Background: an optimization exercise with open tools, aiming at small area, a short achievable clock period and few clock cycles. Do not read the settings as production practice. Function was checked by simulation only, so behaviour that the tests miss may differ from the original. Power figures rest on the tool's default switching activity, not on a simulated workload.

exp/quartz:
## ppm_sync
module ppm_sync (
    input  wire        clk,
    input  wire        rst,
    input  wire [31:0] t0,
    input  wire        edge_valid,
    input  wire [31:0] edge_ts,
    output wire        edge_ready,
    input  wire        cmd_valid,
    input  wire [35:0] cmd,
    output wire        cmd_ready,
    output reg         rsp_valid,
    output reg  [31:0] rsp,
    output reg         commit,
    output wire [7:0]  axis1,
    output wire [7:0]  axis2,
    output wire [7:0]  axis3,
    output wire [7:0]  axis4,
    output reg  [1:0]  btn,
    output reg  [6:0]  stat
);
==> flow/config.mk <==
export PLATFORM = sky130hd
export DESIGN_NAME = ppm_sync
export DESIGN_NICKNAME = ppm_sync
export VERILOG_FILES = /design/flow/design.v
export SDC_FILE = /design/flow/constraint.sdc
export NUM_CORES = 4
export LEC_CHECK = 0
export CAP_MARGIN = 20
export CORE_MARGIN = 2
export CORE_UTILIZATION = 40
export CTS_CLUSTER_DIAMETER = 60
export CTS_CLUSTER_SIZE = 25
export PLACE_DENSITY = 0.7
export SLEW_MARGIN = 30
==> flow/constraint.sdc <==
create_clock -name core_clock -period 12.0 [get_ports {clk}]
set_input_delay 2.4000 -clock core_clock [delete_from_list [all_inputs] [get_ports {clk}]]
set_output_delay 2.4000 -clock core_clock [all_outputs]
set_load 0.01 [all_outputs]
standard.sh (not shown) runs the stock make flow with config.mk's settings and CLKGATE_MAP_FILE= SYNTH_SCRIPT=/design/flow/synth_recipe.tcl, a recipe that flattens the netlist after the stock synthesis.
==> flow/flow/run.sh <==
#!/bin/bash
# Layout flow: the standard ORFS flow (standard.sh) with the same SDC,
# clock period and settings, run in two parts:
#  * synthesis to clock tree synthesis, with timing repair (repair_timing
#    after CTS) asked to leave 8 ns of setup slack at the design's 12 ns
#    period, so it also shortens paths that already meet the period;
#  * global routing to the final layout, with a smaller repair target, so
#    the repair after global routing only touches the slowest paths.
# Gate cloning is left out of timing repair: clones loaded some drivers up
# to the max-slew and max-capacitance limits.
# Each part's full output goes to a log file of its own here.
set -euo pipefail
export SKIP_GATE_CLONING=1
SETUP_SLACK_MARGIN=8.0 bash standard.sh cts > standard_cts.log 2>&1
SETUP_SLACK_MARGIN=7.0 bash standard.sh > standard_finish.log 2>&1
Testbench counts of exp/quartz, summed over its fixed seeds: cycles 21,435.
#### Input delta (exp/ember over exp/quartz)
Settings: a deleted CTS_CLUSTER_SIZE that had been 25; an added SETUP_SLACK_MARGIN of 5; a deleted PLACE_DENSITY that had been 0.7; a deleted CTS_CLUSTER_DIAMETER that had been 60.
==> flow/run.sh (new file) <==
#!/bin/bash
# synth_recipe.tcl (not shown) runs the flow's synth.tcl, then flattens the netlist and writes it again
# the make line also repeats each setting of config.mk as NAME=value (left out here)
make -C /OpenROAD-flow-scripts/flow DESIGN_CONFIG=/design/flow/config.mk WORK_HOME=/design/flow/orfs CLKGATE_MAP_FILE= SYNTH_SCRIPT=/design/flow/synth_recipe.tcl finish
removed: flow/flow/run.sh
removed: flow/standard.sh
## What came out
- Post-layout total power: exp/ember > exp/quartz
- exp/ember vs. exp/quartz: multi-input combinational area share went down; summed area of non-filler cells in the final layout shows a reduction of 0.48%; non-clock buffer count in the final layout -105.
- Taking exp/quartz as the reference, in exp/ember global-route usage grew by 0.19 points; area overhead of the layout relative to synthesis shrank by 0.55 points; number of antenna repair diodes shrank by 6; final wirelength grew by about 0.6%; fill cell instance count of the final layout grew by 709.
- Clock network power share | exp/ember above exp/quartz
- Relative to exp/quartz, exp/ember improves worst hold slack.
Inputs modified between exp/ember and exp/zinc:
Settings: a deleted SETUP_SLACK_MARGIN that had been 5.
==> flow/flow/run.sh (new file) <==
#!/bin/bash
# Layout flow: the standard ORFS flow (standard.sh) with the same SDC,
# clock period and settings, run in two parts:
#  * synthesis to clock tree synthesis, with timing repair (repair_timing
#    after CTS) asked to leave 8 ns of setup slack at the design's 12 ns
#    period, so it also shortens paths that already meet the period;
#  * global routing to the final layout, with a smaller repair target, so
#    the repair after global routing only touches the slowest paths.
# Gate cloning is left out of timing repair: clones loaded some drivers up
# to the max-slew and max-capacitance limits.
# Each part's full output goes to a log file of its own here.
set -euo pipefail
export SKIP_GATE_CLONING=1
SETUP_SLACK_MARGIN=8.0 bash standard.sh cts > standard_cts.log 2>&1
SETUP_SLACK_MARGIN=7.0 bash standard.sh > standard_finish.log 2>&1
==> flow/standard.sh (new file) <==
#!/bin/bash
# synth_recipe.tcl (not shown) runs the flow's synth.tcl, then flattens the netlist and writes it again
# the make line also repeats each setting of config.mk as NAME=value (left out here)
make -C /OpenROAD-flow-scripts/flow DESIGN_CONFIG=/design/flow/config.mk WORK_HOME=/design/flow/orfs CLKGATE_MAP_FILE= SYNTH_SCRIPT=/design/flow/synth_recipe.tcl "${@:-finish}"
removed: flow/run.sh
Findings:
exp/ember finished every stage and its layout cleared the timing, design-rule and antenna checks. Every stage of the flow completed for exp/zinc, and the final layout passed the timing, design-rule and antenna checks. Higher final area among exp/zinc and exp/ember: exp/zinc. Compared to exp/ember, exp/zinc has reported net switching power about 5% higher. Register-to-register slack: exp/zinc vs exp/ember up 1.26 ns. Via count up 1075 in exp/zinc wrt exp/ember. Changes observed in exp/zinc relative to exp/ember: multi-input logic area grew by about 1.7%; worst setup slack grew by 1.26 ns; minimum period implied by the final worst setup slack has decreased. Comparing exp/zinc with exp/ember, the power of the sequential group came out essentially unchanged.
Here is what was changed in the inputs of exp/harbor compared with exp/zinc.
Settings: CTS_CLUSTER_DIAMETER: unset -> 60; CTS_CLUSTER_SIZE: unset -> 25.
[summary]
- [compare] base=exp/zinc new=exp/harbor: wire length of the first global-routing pass now smaller; routed wire length now smaller.
- The portion of the clock cycle consumed by the worst path in the final layout was comparable across exp/harbor and exp/zinc.
- Power share of the combinational group ended up 1.9 points higher on exp/harbor than on exp/zinc.
- Share of the synthesized netlist area taken by xor and xnor gates came out exactly the same in exp/harbor and exp/zinc.
- Initial antenna violation count down 2 in exp/harbor wrt exp/zinc
- exp/harbor vs. exp/zinc: worst hold slack went up; longest individual stage delay on the worst path went up.
- exp/harbor ends up with lower non-clock buffer count than exp/zinc does.
- Going from exp/zinc to exp/harbor, total of clock buffers placed in the layout shrank by more than a quarter.

-- re-timing with driven ports --
Ports are ideal in the flow. The routed layouts listed here were re-timed in OpenROAD.
Step 1 (the two cells are an assumption about what drives the block):
set clk [get_ports {clk}]
set_driving_cell -lib_cell sky130_fd_sc_hd__clkbuf_16 $clk
set_driving_cell -lib_cell sky130_fd_sc_hd__buf_2 [delete_from_list [all_inputs] $clk]
Step 2, shift: input delay + t, output delay - t, t = (earliest + latest rising clock arrival at the registers) / 2. This alone moves slack from input paths to output paths.
Three values: ideal, step 1, step 2; two values: the first two.
run	shift t [ns]	setup slack, ns	worst slew at a driven data input, ns
exp/quartz	0.932	7.701 / 7.701 / 7.010	0.07
exp/ember	0.977	6.238 / 6.238 / 6.120	0.06
exp/zinc	0.986	7.497 / 7.497 / 6.882	0.07
exp/harbor	0.935	7.513 / 7.513 / 7.024	0.08
After both steps setup and hold are still met in every run listed. For exp/quartz, which loses most, drivers alone change the setup slack by 0.000 ns; drivers and shift together by -0.691 ns.
